From an optimization exercise on the open Yosys and OpenROAD flow, aimed at small area, a short achievable clock period and few clock cycles; shortcuts taken in it are not production practice. Only simulation tests tie the RTL to the original design; equivalence was not proved.

==> inputs of 02-08 <==
==> flow/design.v (excerpt) <==
module kc_core (
    input  wire        clk,
    input  wire        rst,
    input  wire        in_valid,
    output wire        in_ready,
    input  wire [1:0]  in_op,
    input  wire        in_wheel,
    input  wire [31:0] in_data,
    output wire [15:0] kp,
    output wire [15:0] ki,
    output wire [15:0] kd,
    output wire [23:0] setpoint_l,
    output wire [23:0] setpoint_r,
    output wire [31:0] speed_inst_l,
    output wire [31:0] speed_inst_r,
    output wire [31:0] speed_avg_l,
    output wire [31:0] speed_avg_r,
    output wire [31:0] integ_l,
    output wire [31:0] integ_r,
    output wire [31:0] prev_err_l,
    output wire [31:0] prev_err_r,
    output wire [15:0] duty_l,
    output wire [15:0] duty_r
);
    localparam OP_EST    = 2'd0;
    localparam OP_TICK   = 2'd1;
    localparam OP_SET_KP = 2'd2;
    localparam OP_SET_SP = 2'd3;
    localparam [31:0] N_EST = 32'd327680000;     
    localparam [31:0] N_LIM = 32'd1638400000;    
    localparam [34:0] T_OFF = 35'd1465187840;
    localparam [2:0] S_IDLE = 3'd0,
                     S_EST  = 3'd1,
                     S_KI   = 3'd2,
                     S_LIM0 = 3'd3,
                     S_LIM  = 3'd4,
                     S_PREP = 3'd5,
                     S_MUL  = 3'd6,
                     S_FIN  = 3'd7;
    reg [2:0]  state;
    reg [3:0]  cnt;
    reg        w;
    reg        stale;          
    reg [15:0] kp_q;
    reg [12:0] ki_q;
    reg [9:0]  kd_q;
    reg [23:0] sp0, sp1;
    reg [19:0] inst0, inst1;
    reg [19:0] avg0, avg1;
    reg [31:0] integ0, integ1;
    reg [24:0] perr0, perr1;
    reg [13:0] duty0, duty1;
    reg [30:0] lim_q;
    reg [28:0] dt_q;           
    reg [30:0] d3_q;           
    reg [28:0] rem_q;          
    reg [1:0]  nb_q;           
    reg        first_q;        
    reg [1:0]  a9_q;           
    reg [3:0]  rho_q;          
    reg [3:0]  rho1_q, rho2_q; 
    reg [19:0] qa_q, qap_q;    
    reg [24:0] e_q;            
    reg [31:0] i_q;            
    reg        ex_q;           
    reg        pw_q;           
    reg [25:0] derr_q;
    reg [5:0]  bp_q, bi_q, bd_q;   
    reg [32:0] S_q, C_q;       
    reg        cy_q;
    wire idle = (state == S_IDLE);
    wire [3:0] cnt_n = cnt + 4'd1;
    wire [28:0] div_r;
    wire [1:0]  div_q;
    kc_div u_div (
  ...
==> flow/config.mk <==
export PLATFORM = sky130hd
export DESIGN_NAME = kc_core
export DESIGN_NICKNAME = kc_core
export VERILOG_FILES = /design/flow/design.v
export SDC_FILE = /design/flow/constraint.sdc
export NUM_CORES = 4
export LEC_CHECK = 0
export CAP_MARGIN = 20
export CORE_MARGIN = 2
export CORE_UTILIZATION = 40
export CTS_CLUSTER_DIAMETER = 60
export CTS_CLUSTER_SIZE = 30
export PLACE_DENSITY = 0.6
export SETUP_SLACK_MARGIN = 5
export SLEW_MARGIN = 20
==> flow/constraint.sdc <==
create_clock -name core_clock -period 12.0 [get_ports {clk}]
set_input_delay 2.4000 -clock core_clock [delete_from_list [all_inputs] [get_ports {clk}]]
set_output_delay 2.4000 -clock core_clock [all_outputs]
set_load 0.01 [all_outputs]
standard.sh (not shown) runs the stock make flow with config.mk's settings and CLKGATE_MAP_FILE= SYNTH_SCRIPT=/design/flow/synth_recipe.tcl, a recipe that flattens the netlist after the stock synthesis.
==> flow/flow/run.sh <==
#!/bin/bash
set -euo pipefail
bash standard.sh SETUP_SLACK_MARGIN=7 finish > make_finish.log 2>&1
==> 02-13: changes against 02-08 <==
--- a/flow/design.v
+++ b/flow/design.v
@@ -100,20 +100,17 @@
     );
     wire [31:0] ne_sh = N_EST >> {cnt - 4'd1, 1'b0};       
     wire [31:0] nl_sh = N_LIM >> (5'd28 - {cnt, 1'b0});    
     wire        dt_gt500 = !in_data[31] && (in_data[30:0] > 31'd500);
     wire        dt_big   = in_data[30] | in_data[29];
     wire [28:0] dt_n     = !dt_gt500 ? 29'd2500 : dt_big ? 29'h1fffffff : in_data[28:0];
-    wire        le1250   = dt_gt500 && (in_data[30:0] <= 31'd1250);
-    wire        le5000   = !dt_gt500 || (in_data[30:0] <= 31'd5000);
+    wire        le1250   = dt_gt500 && (in_data[30:0] <= 31'd1666);
+    wire        le5000   = !dt_gt500 || (in_data[30:0] <= 31'd6666);
     wire [3:0]  p_n      = le1250 ? 4'd9 : le5000 ? 4'd8 : 4'd7;
     wire [31:0] r0_n     = le1250 ? 32'd312 : le5000 ? 32'd1250 : 32'd5000;
     wire [1:0]  nb0_n    = le1250 ? N_EST[19:18] : le5000 ? N_EST[17:16] : N_EST[15:14];
-    wire        dt_small = dt_gt500 && (in_data[30:13] == 18'd0);
-    wire [14:0] d3_s     = {2'd0, in_data[12:0]} + {1'd0, in_data[12:0], 1'b0};
-    wire [30:0] d3_n     = !dt_gt500 ? 31'd7500 : dt_small ? {16'd0, d3_s} : 31'h7fffffff;
     wire [23:0] avg9_0 = {avg0, 3'd0} + {4'd0, avg0};
     wire [23:0] avg9_1 = {avg1, 3'd0} + {4'd0, avg1};
     wire [23:0] avg9_w = w ? avg9_1 : avg9_0;
     wire [23:0] a9_sh  = avg9_w >> {cnt - 4'd1, 1'b0};
     function [6:0] dstep;      
         input [3:0] r;
@@ -176,14 +173,22 @@
     wire [24:0] e_n     = {1'b0, sp_x} - {5'd0, avg_x};
     wire        pw      = pw_q;
     wire [24:0] perr_p  = pw ? perr1 : perr0;
     wire [33:0] i_x     = {{2{i_q[31]}}, i_q};
     wire [33:0] e_x     = {{9{e_q[24]}}, e_q};
     wire [33:0] isum    = i_x + e_x;
-    wire [33:0] gt_v    = i_x + e_x + {3'b111, ~lim_q};      
-    wire [33:0] lt_v    = i_x + e_x + {3'd0, lim_q};         
+    wire [33:0] lm1     = {3'b111, ~lim_q};
+    wire [33:0] lp0     = {3'd0, lim_q};
+    wire [33:0] gx      = i_x ^ e_x ^ lm1;
+    wire [33:0] gy      = {(i_x[32:0] & e_x[32:0]) | (i_x[32:0] & lm1[32:0]) |
+                           (e_x[32:0] & lm1[32:0]), 1'b0};
+    wire [33:0] lx      = i_x ^ e_x ^ lp0;
+    wire [33:0] ly      = {(i_x[32:0] & e_x[32:0]) | (i_x[32:0] & lp0[32:0]) |
+                           (e_x[32:0] & lp0[32:0]), 1'b0};
+    wire [33:0] gt_v    = gx + gy;
+    wire [33:0] lt_v    = lx + ly;
     wire [31:0] lim_ng  = -{1'b0, lim_q};
     wire [31:0] integ_n = !gt_v[33] ? {1'b0, lim_q} : lt_v[33] ? lim_ng : isum[31:0];
     wire [25:0] derr    = {e_q[24], e_q} - {perr_p[24], perr_p};
     wire [3:0]  gsel = (state == S_MUL) ? cnt_n : 4'd0;
     wire [16:0] kp_x = {kp_q, 1'b0} >> {gsel, 2'b00};
     wire [16:0] ki_x = {3'd0, ki_q, 1'b0} >> {gsel, 2'b00};
@@ -797,14 +802,20 @@
     wire [34:0] fa_b  = {2'd0, C_q};
     wire [34:0] fx    = fa_a ^ fa_b ^ kp15e;
     wire [34:0] fy    = {(fa_a[33:0] & fa_b[33:0]) | (fa_a[33:0] & kp15e[33:0]) |
                          (fa_b[33:0] & kp15e[33:0]), cy_q};
     localparam [34:0] C_LO = 35'd0 - T_OFF - 35'd800;
     localparam [34:0] C_HI = 35'd0 - T_OFF - 35'd10000;
-    wire [34:0] h_lo  = fx + fy + C_LO;           
-    wire [34:0] h_hi  = fx + fy + C_HI;           
+    wire [34:0] hlx   = fx ^ fy ^ C_LO;
+    wire [34:0] hly   = {(fx[33:0] & fy[33:0]) | (fx[33:0] & C_LO[33:0]) |
+                         (fy[33:0] & C_LO[33:0]), 1'b0};
+    wire [34:0] hhx   = fx ^ fy ^ C_HI;
+    wire [34:0] hhy   = {(fx[33:0] & fy[33:0]) | (fx[33:0] & C_HI[33:0]) |
+                         (fy[33:0] & C_HI[33:0]), 1'b0};
+    wire [34:0] h_lo  = hlx + hly;                
+    wire [34:0] h_hi  = hhx + hhy;                
     wire [13:0] h_bits = fx[13:0] + fy[13:0] - T_OFF[13:0];
     wire [13:0] duty_n = h_lo[34]  ? 14'd800 :
                          !h_hi[34] ? 14'd9999 : h_bits;
     always @(posedge clk) begin
         e_q  <= e_n;
         i_q  <= integ_x;
@@ -835,13 +846,13 @@
             duty1  <= 14'd0;
             lim_q  <= 31'd6553600;
         end else begin
             case (state)
                 S_IDLE: begin
                     dt_q   <= dt_n;
-                    d3_q   <= d3_n;
+                    d3_q   <= 31'h7fffffff;      
                     rem_q  <= r0_n[28:0];
                     nb_q   <= nb0_n;
                     first_q <= 1'b1;
                     a9_q   <= a9f;
                     rho_q  <= st_n[3:0];
                     qa_q   <= {10'd0, st_n[13:4]};
==> 08-20: changes against 02-08 <==
--- a/flow/design.v
+++ b/flow/design.v
@@ -70,13 +70,13 @@
     reg [13:0] duty0, duty1;
     reg [30:0] lim_q;
     reg [28:0] dt_q;           
     reg [30:0] d3_q;           
     reg [28:0] rem_q;          
     reg [1:0]  nb_q;           
-    reg        first_q;        
+    reg [1:0]  dig0_q;         
     reg [1:0]  a9_q;           
     reg [3:0]  rho_q;          
     reg [3:0]  rho1_q, rho2_q; 
     reg [19:0] qa_q, qap_q;    
     reg [24:0] e_q;            
     reg [31:0] i_q;            
@@ -95,29 +95,30 @@
         .d     (dt_q),
         .d3    (d3_q),
         .nb    (nb_q),
         .r_out (div_r),
         .q     (div_q)
     );
-    wire [31:0] ne_sh = N_EST >> {cnt - 4'd1, 1'b0};       
+    wire [31:0] ne_sh = N_EST >> (5'd14 - {cnt, 1'b0});    
     wire [31:0] nl_sh = N_LIM >> (5'd28 - {cnt, 1'b0});    
     wire        dt_gt500 = !in_data[31] && (in_data[30:0] > 31'd500);
     wire        dt_big   = in_data[30] | in_data[29];
     wire [28:0] dt_n     = !dt_gt500 ? 29'd2500 : dt_big ? 29'h1fffffff : in_data[28:0];
-    wire        le1250   = dt_gt500 && (in_data[30:0] <= 31'd1250);
-    wire        le5000   = !dt_gt500 || (in_data[30:0] <= 31'd5000);
-    wire [3:0]  p_n      = le1250 ? 4'd9 : le5000 ? 4'd8 : 4'd7;
-    wire [31:0] r0_n     = le1250 ? 32'd312 : le5000 ? 32'd1250 : 32'd5000;
-    wire [1:0]  nb0_n    = le1250 ? N_EST[19:18] : le5000 ? N_EST[17:16] : N_EST[15:14];
-    wire        dt_small = dt_gt500 && (in_data[30:13] == 18'd0);
-    wire [14:0] d3_s     = {2'd0, in_data[12:0]} + {1'd0, in_data[12:0], 1'b0};
-    wire [30:0] d3_n     = !dt_gt500 ? 31'd7500 : dt_small ? {16'd0, d3_s} : 31'h7fffffff;
+    wire        dt_le625 = dt_gt500 && (in_data[30:0] <= 31'd625);
+    wire        dt_le1250 = dt_gt500 && (in_data[30:0] <= 31'd1250);
+    wire        dt_le1667 = dt_gt500 && (in_data[30:0] <= 31'd1667);
+    wire [1:0]  dig0_n   = dt_le625 ? 2'd2 : dt_le1250 ? 2'd1 : 2'd0;
+    wire [10:0] r0_1     = 11'd1250 - in_data[10:0];
+    wire [10:0] r0_2     = 11'd1250 - {in_data[9:0], 1'b0};
+    wire [10:0] r0_n     = dt_le625 ? r0_2 : dt_le1250 ? r0_1 : 11'd1250;
+    wire [12:0] d3_s     = {2'd0, in_data[10:0]} + {1'd0, in_data[10:0], 1'b0};
+    wire [30:0] d3_n     = dt_le1667 ? {18'd0, d3_s} : 31'h7fffffff;
     wire [23:0] avg9_0 = {avg0, 3'd0} + {4'd0, avg0};
     wire [23:0] avg9_1 = {avg1, 3'd0} + {4'd0, avg1};
     wire [23:0] avg9_w = w ? avg9_1 : avg9_0;
-    wire [23:0] a9_sh  = avg9_w >> {cnt - 4'd1, 1'b0};
+    wire [23:0] a9_sh  = avg9_w >> (5'd14 - {cnt, 1'b0});
     function [6:0] dstep;      
         input [3:0] r;
         input [2:0] x;
         reg   [5:0] t;
         begin
             t = {r, 2'b00} + {3'd0, x};
@@ -125,46 +126,36 @@
             else if (t >= 6'd30) dstep = {3'd3, t[3:0] - 4'd14};
             else if (t >= 6'd20) dstep = {3'd2, t[3:0] - 4'd4};
             else if (t >= 6'd10) dstep = {3'd1, t[3:0] - 4'd10};
             else                 dstep = {3'd0, t[3:0]};
         end
     endfunction
-    function [13:0] skip;
-        input [13:0] st;
-        input [1:0]  a9b;
-        reg   [6:0]  ds_;
-        begin
-            ds_  = dstep(st[3:0], {1'b0, a9b});
-            skip = {st[11:4], 2'b00, ds_[3:0]} + {7'd0, ds_[6:4], 4'd0};
-        end
-    endfunction
-    wire [13:0] s09 = {10'd0, avg9_0[23:20]};
-    wire [13:0] s08 = skip(s09, avg9_0[19:18]);
-    wire [13:0] s07 = skip(s08, avg9_0[17:16]);
-    wire [13:0] s19 = {10'd0, avg9_1[23:20]};
-    wire [13:0] s18 = skip(s19, avg9_1[19:18]);
-    wire [13:0] s17 = skip(s18, avg9_1[17:16]);
-    wire [13:0] sw9 = in_wheel ? s19 : s09;
-    wire [13:0] sw8 = in_wheel ? s18 : s08;
-    wire [13:0] sw7 = in_wheel ? s17 : s07;
-    wire [23:0] a9i = in_wheel ? avg9_1 : avg9_0;
-    wire [13:0] st_n = le1250 ? sw9 : le5000 ? sw8 : sw7;
-    wire [1:0]  a9f  = le1250 ? a9i[19:18] : le5000 ? a9i[17:16] : a9i[15:14];
+    wire [6:0] f00 = dstep(avg9_0[23:20], {1'b0, avg9_0[19:18]} + 3'd0);
+    wire [6:0] f01 = dstep(avg9_0[23:20], {1'b0, avg9_0[19:18]} + 3'd1);
+    wire [6:0] f02 = dstep(avg9_0[23:20], {1'b0, avg9_0[19:18]} + 3'd2);
+    wire [6:0] f10 = dstep(avg9_1[23:20], {1'b0, avg9_1[19:18]} + 3'd0);
+    wire [6:0] f11 = dstep(avg9_1[23:20], {1'b0, avg9_1[19:18]} + 3'd1);
+    wire [6:0] f12 = dstep(avg9_1[23:20], {1'b0, avg9_1[19:18]} + 3'd2);
+    wire [6:0] fw0 = in_wheel ? f10 : f00;
+    wire [6:0] fw1 = in_wheel ? f11 : f01;
+    wire [6:0] fw2 = in_wheel ? f12 : f02;
+    wire [6:0] f_n = dt_le625 ? fw2 : dt_le1250 ? fw1 : fw0;
+    wire [1:0] a9f = in_wheel ? avg9_1[17:16] : avg9_0[17:16];
     wire [6:0] ds0 = dstep(rho_q, {1'b0, a9_q} + 3'd0);
     wire [6:0] ds1 = dstep(rho_q, {1'b0, a9_q} + 3'd1);
     wire [6:0] ds2 = dstep(rho_q, {1'b0, a9_q} + 3'd2);
     wire [6:0] ds3 = dstep(rho_q, {1'b0, a9_q} + 3'd3);
     wire [6:0] ds  = (div_q == 2'd0) ? ds0 : (div_q == 2'd1) ? ds1 :
                      (div_q == 2'd2) ? ds2 : ds3;
     wire [2:0] yv  = ds[6:4];
     wire [19:0] qa_n  = yv[2] ? {qap_q[17:0], 2'd0} : {qa_q[17:0], yv[1:0]};
     wire [19:0] qap_n = yv[2] ? {qap_q[17:0], 2'd1} :
                         (yv[1:0] == 2'd3) ? {qap_q[17:0], 2'd0} :
                         {qa_q[17:0], yv[1:0] + 2'd1};
     wire [19:0] inst_w  = w ? inst1 : inst0;
-    wire [19:0] inst_nx = first_q ? {18'd0, div_q} : {inst_w[17:0], div_q};
+    wire [19:0] inst_nx = (cnt == 4'd0) ? {16'd0, dig0_q, div_q} : {inst_w[17:0], div_q};
     wire [15:0] kp_sh = kp_q >> (5'd12 - {cnt, 2'b00});
     wire [6:0] k1a = dstep(rho1_q, {1'b0, kp_sh[3:2]});
     wire [6:0] k2a = dstep(rho2_q, {1'b0, k1a[5:4]});
     wire [6:0] k1b = dstep(k1a[3:0], {1'b0, kp_sh[1:0]});
     wire [6:0] k2b = dstep(k2a[3:0], {1'b0, k1b[5:4]});
     wire [12:0] ki_nx = {ki_q[8:0], k1a[5:4], k1b[5:4]};
@@ -836,23 +827,22 @@
             lim_q  <= 31'd6553600;
         end else begin
             case (state)
                 S_IDLE: begin
                     dt_q   <= dt_n;
                     d3_q   <= d3_n;
-                    rem_q  <= r0_n[28:0];
-                    nb_q   <= nb0_n;
-                    first_q <= 1'b1;
+                    rem_q  <= {18'd0, r0_n};
+                    nb_q   <= N_EST[17:16];
+                    dig0_q <= dig0_n;
                     a9_q   <= a9f;
-                    rho_q  <= st_n[3:0];
-                    qa_q   <= {10'd0, st_n[13:4]};
-                    qap_q  <= {10'd0, st_n[13:4]} + 20'd1;
+                    rho_q  <= f_n[3:0];
+                    qa_q   <= {17'd0, f_n[6:4]};
+                    qap_q  <= {17'd0, f_n[6:4]} + 20'd1;
                     rho1_q <= 4'd0;
                     rho2_q <= 4'd0;
                     cnt    <= 4'd0;
-                    if (in_valid && in_op == OP_EST) cnt <= p_n;
                     if (in_valid) begin
                         case (in_op)
                             OP_EST: begin
                                 w     <= in_wheel;
                                 state <= S_EST;
                             end
@@ -870,24 +860,23 @@
                                 else          sp0 <= in_data[23:0];
                             end
                         endcase
                     end
                 end
                 S_EST: begin
-                    cnt   <= cnt - 4'd1;
-                    first_q <= 1'b0;
+                    cnt   <= cnt_n;
                     d3_q  <= {2'd0, dt_q} + {1'd0, dt_q, 1'b0};
                     rem_q <= div_r;
                     nb_q  <= ne_sh[1:0];
                     a9_q  <= a9_sh[1:0];
                     rho_q <= ds[3:0];
                     qa_q  <= qa_n;
                     qap_q <= qap_n;
                     if (w) inst1 <= inst_nx;
                     else   inst0 <= inst_nx;
-                    if (cnt == 4'd0) begin
+                    if (cnt == 4'd8) begin
                         if (w) avg1 <= qa_n;
                         else   avg0 <= qa_n;
                         state <= S_IDLE;
                     end
                 end
                 S_KI: begin
--- a/flow/config.mk
+++ b/flow/config.mk
@@ -5,11 +5,9 @@
 export SDC_FILE = /design/flow/constraint.sdc
 export NUM_CORES = 4
 export LEC_CHECK = 0
 export CAP_MARGIN = 20
 export CORE_MARGIN = 2
 export CORE_UTILIZATION = 40
-export CTS_CLUSTER_DIAMETER = 60
-export CTS_CLUSTER_SIZE = 30
 export PLACE_DENSITY = 0.6
 export SETUP_SLACK_MARGIN = 5
 export SLEW_MARGIN = 20
==> results.json <==
{
  "comb.multi_input.count": 5198,
  "cts_buffers": 87,
  "startpoint_type": "flop",
  "synth_top_family_by_area": "compound AO/OA/AOI/OAI gates",
  "outcome": "finished clean",
  "nClkBuffers": 94,
  "detailed_place_hpwl_um": 155000,
  "synth_top_area_share": 0.149,
  "p_sw_mw": 8.34,
  "min_period_ns": 5.60,
  "intPower_mw": 9.15,
  "postCtsSetupBuffers": 130,
  "drt_iter0_markers": 4907,
  "power.leakage_nw": 29.1
}
That was 02-08.
==> results.json <==
{
  "synth_top_family_by_area": "adder cells",
  "power.leakage_nw": 28.3,
  "intPower_mw": 6.45,
  "comb.multi_input.count": 5091,
  "detailed_place_hpwl_um": 157000,
  "postCtsSetupBuffers": 65,
  "startpoint_type": "input pin",
  "nClkBuffers": 93,
  "p_sw_mw": 5.32,
  "synth_top_area_share": 0.148,
  "outcome": "finished clean",
  "drc_errors": 0,
  "min_period_ns": 5.40,
  "pin_count": 423,
  "cts_buffers": 82
}
That was 02-13.
==> results.json <==
{
  "outcome": "finished clean",
  "cts.clk_slew.worst_paths_ns": 0.06,
  "detailed_place_hpwl_um": 161000,
  "power.leakage_nw": 28.4,
  "drt_iter0_markers": 4792,
  "cts_buffers": 82,
  "p_sw_mw": 6.40,
  "intPower_mw": 7.63,
  "postCtsSetupBuffers": 61,
  "synth_top_family_by_area": "compound AO/OA/AOI/OAI gates",
  "min_period_ns": 5.66,
  "startpoint_type": "flop"
}
That was 08-20.
Testbench counts of 02-08, summed over its fixed seeds: cycles 31,888.
Testbench counts of 02-13, summed over its fixed seeds: cycles 32,125.
Testbench counts of 08-20, summed over its fixed seeds: cycles 33,706.

static timing again, ports no longer ideal:
In the flow no input, the clock included, has a driving cell. The finished layouts below were timed again as built, in two steps. Step 1, drivers: a clkbuf_16 drives clk and a buf_2 each remaining input, both assumed. Step 2, shift: input delay + t, output delay - t, t = (earliest + latest rising clock arrival at the registers) / 2. This alone moves slack from input paths to output paths. a / b / c = no drivers / after step 1 / after step 2; a / b = the first two.
run | shift t [ns] | setup WS [ns] | worst setup path after step 2 | worst slew at a driven data input, ns | pins driven straight from the clock port
02-08 | 0.793 | 6.401 / 6.401 / 5.916 | input to register | 0.17 | 1
02-13 | 0.789 | 6.596 / 6.642 / 5.853 | input to register | 0.16 | 1
08-20 | 0.780 | 6.337 / 6.337 / 6.337 | register to register | 0.13 | 1
After both steps setup and hold are still met in every run listed. The setup slack of 02-13, which loses most, moves by +0.046 ns with the drivers and by -0.743 ns with both steps.
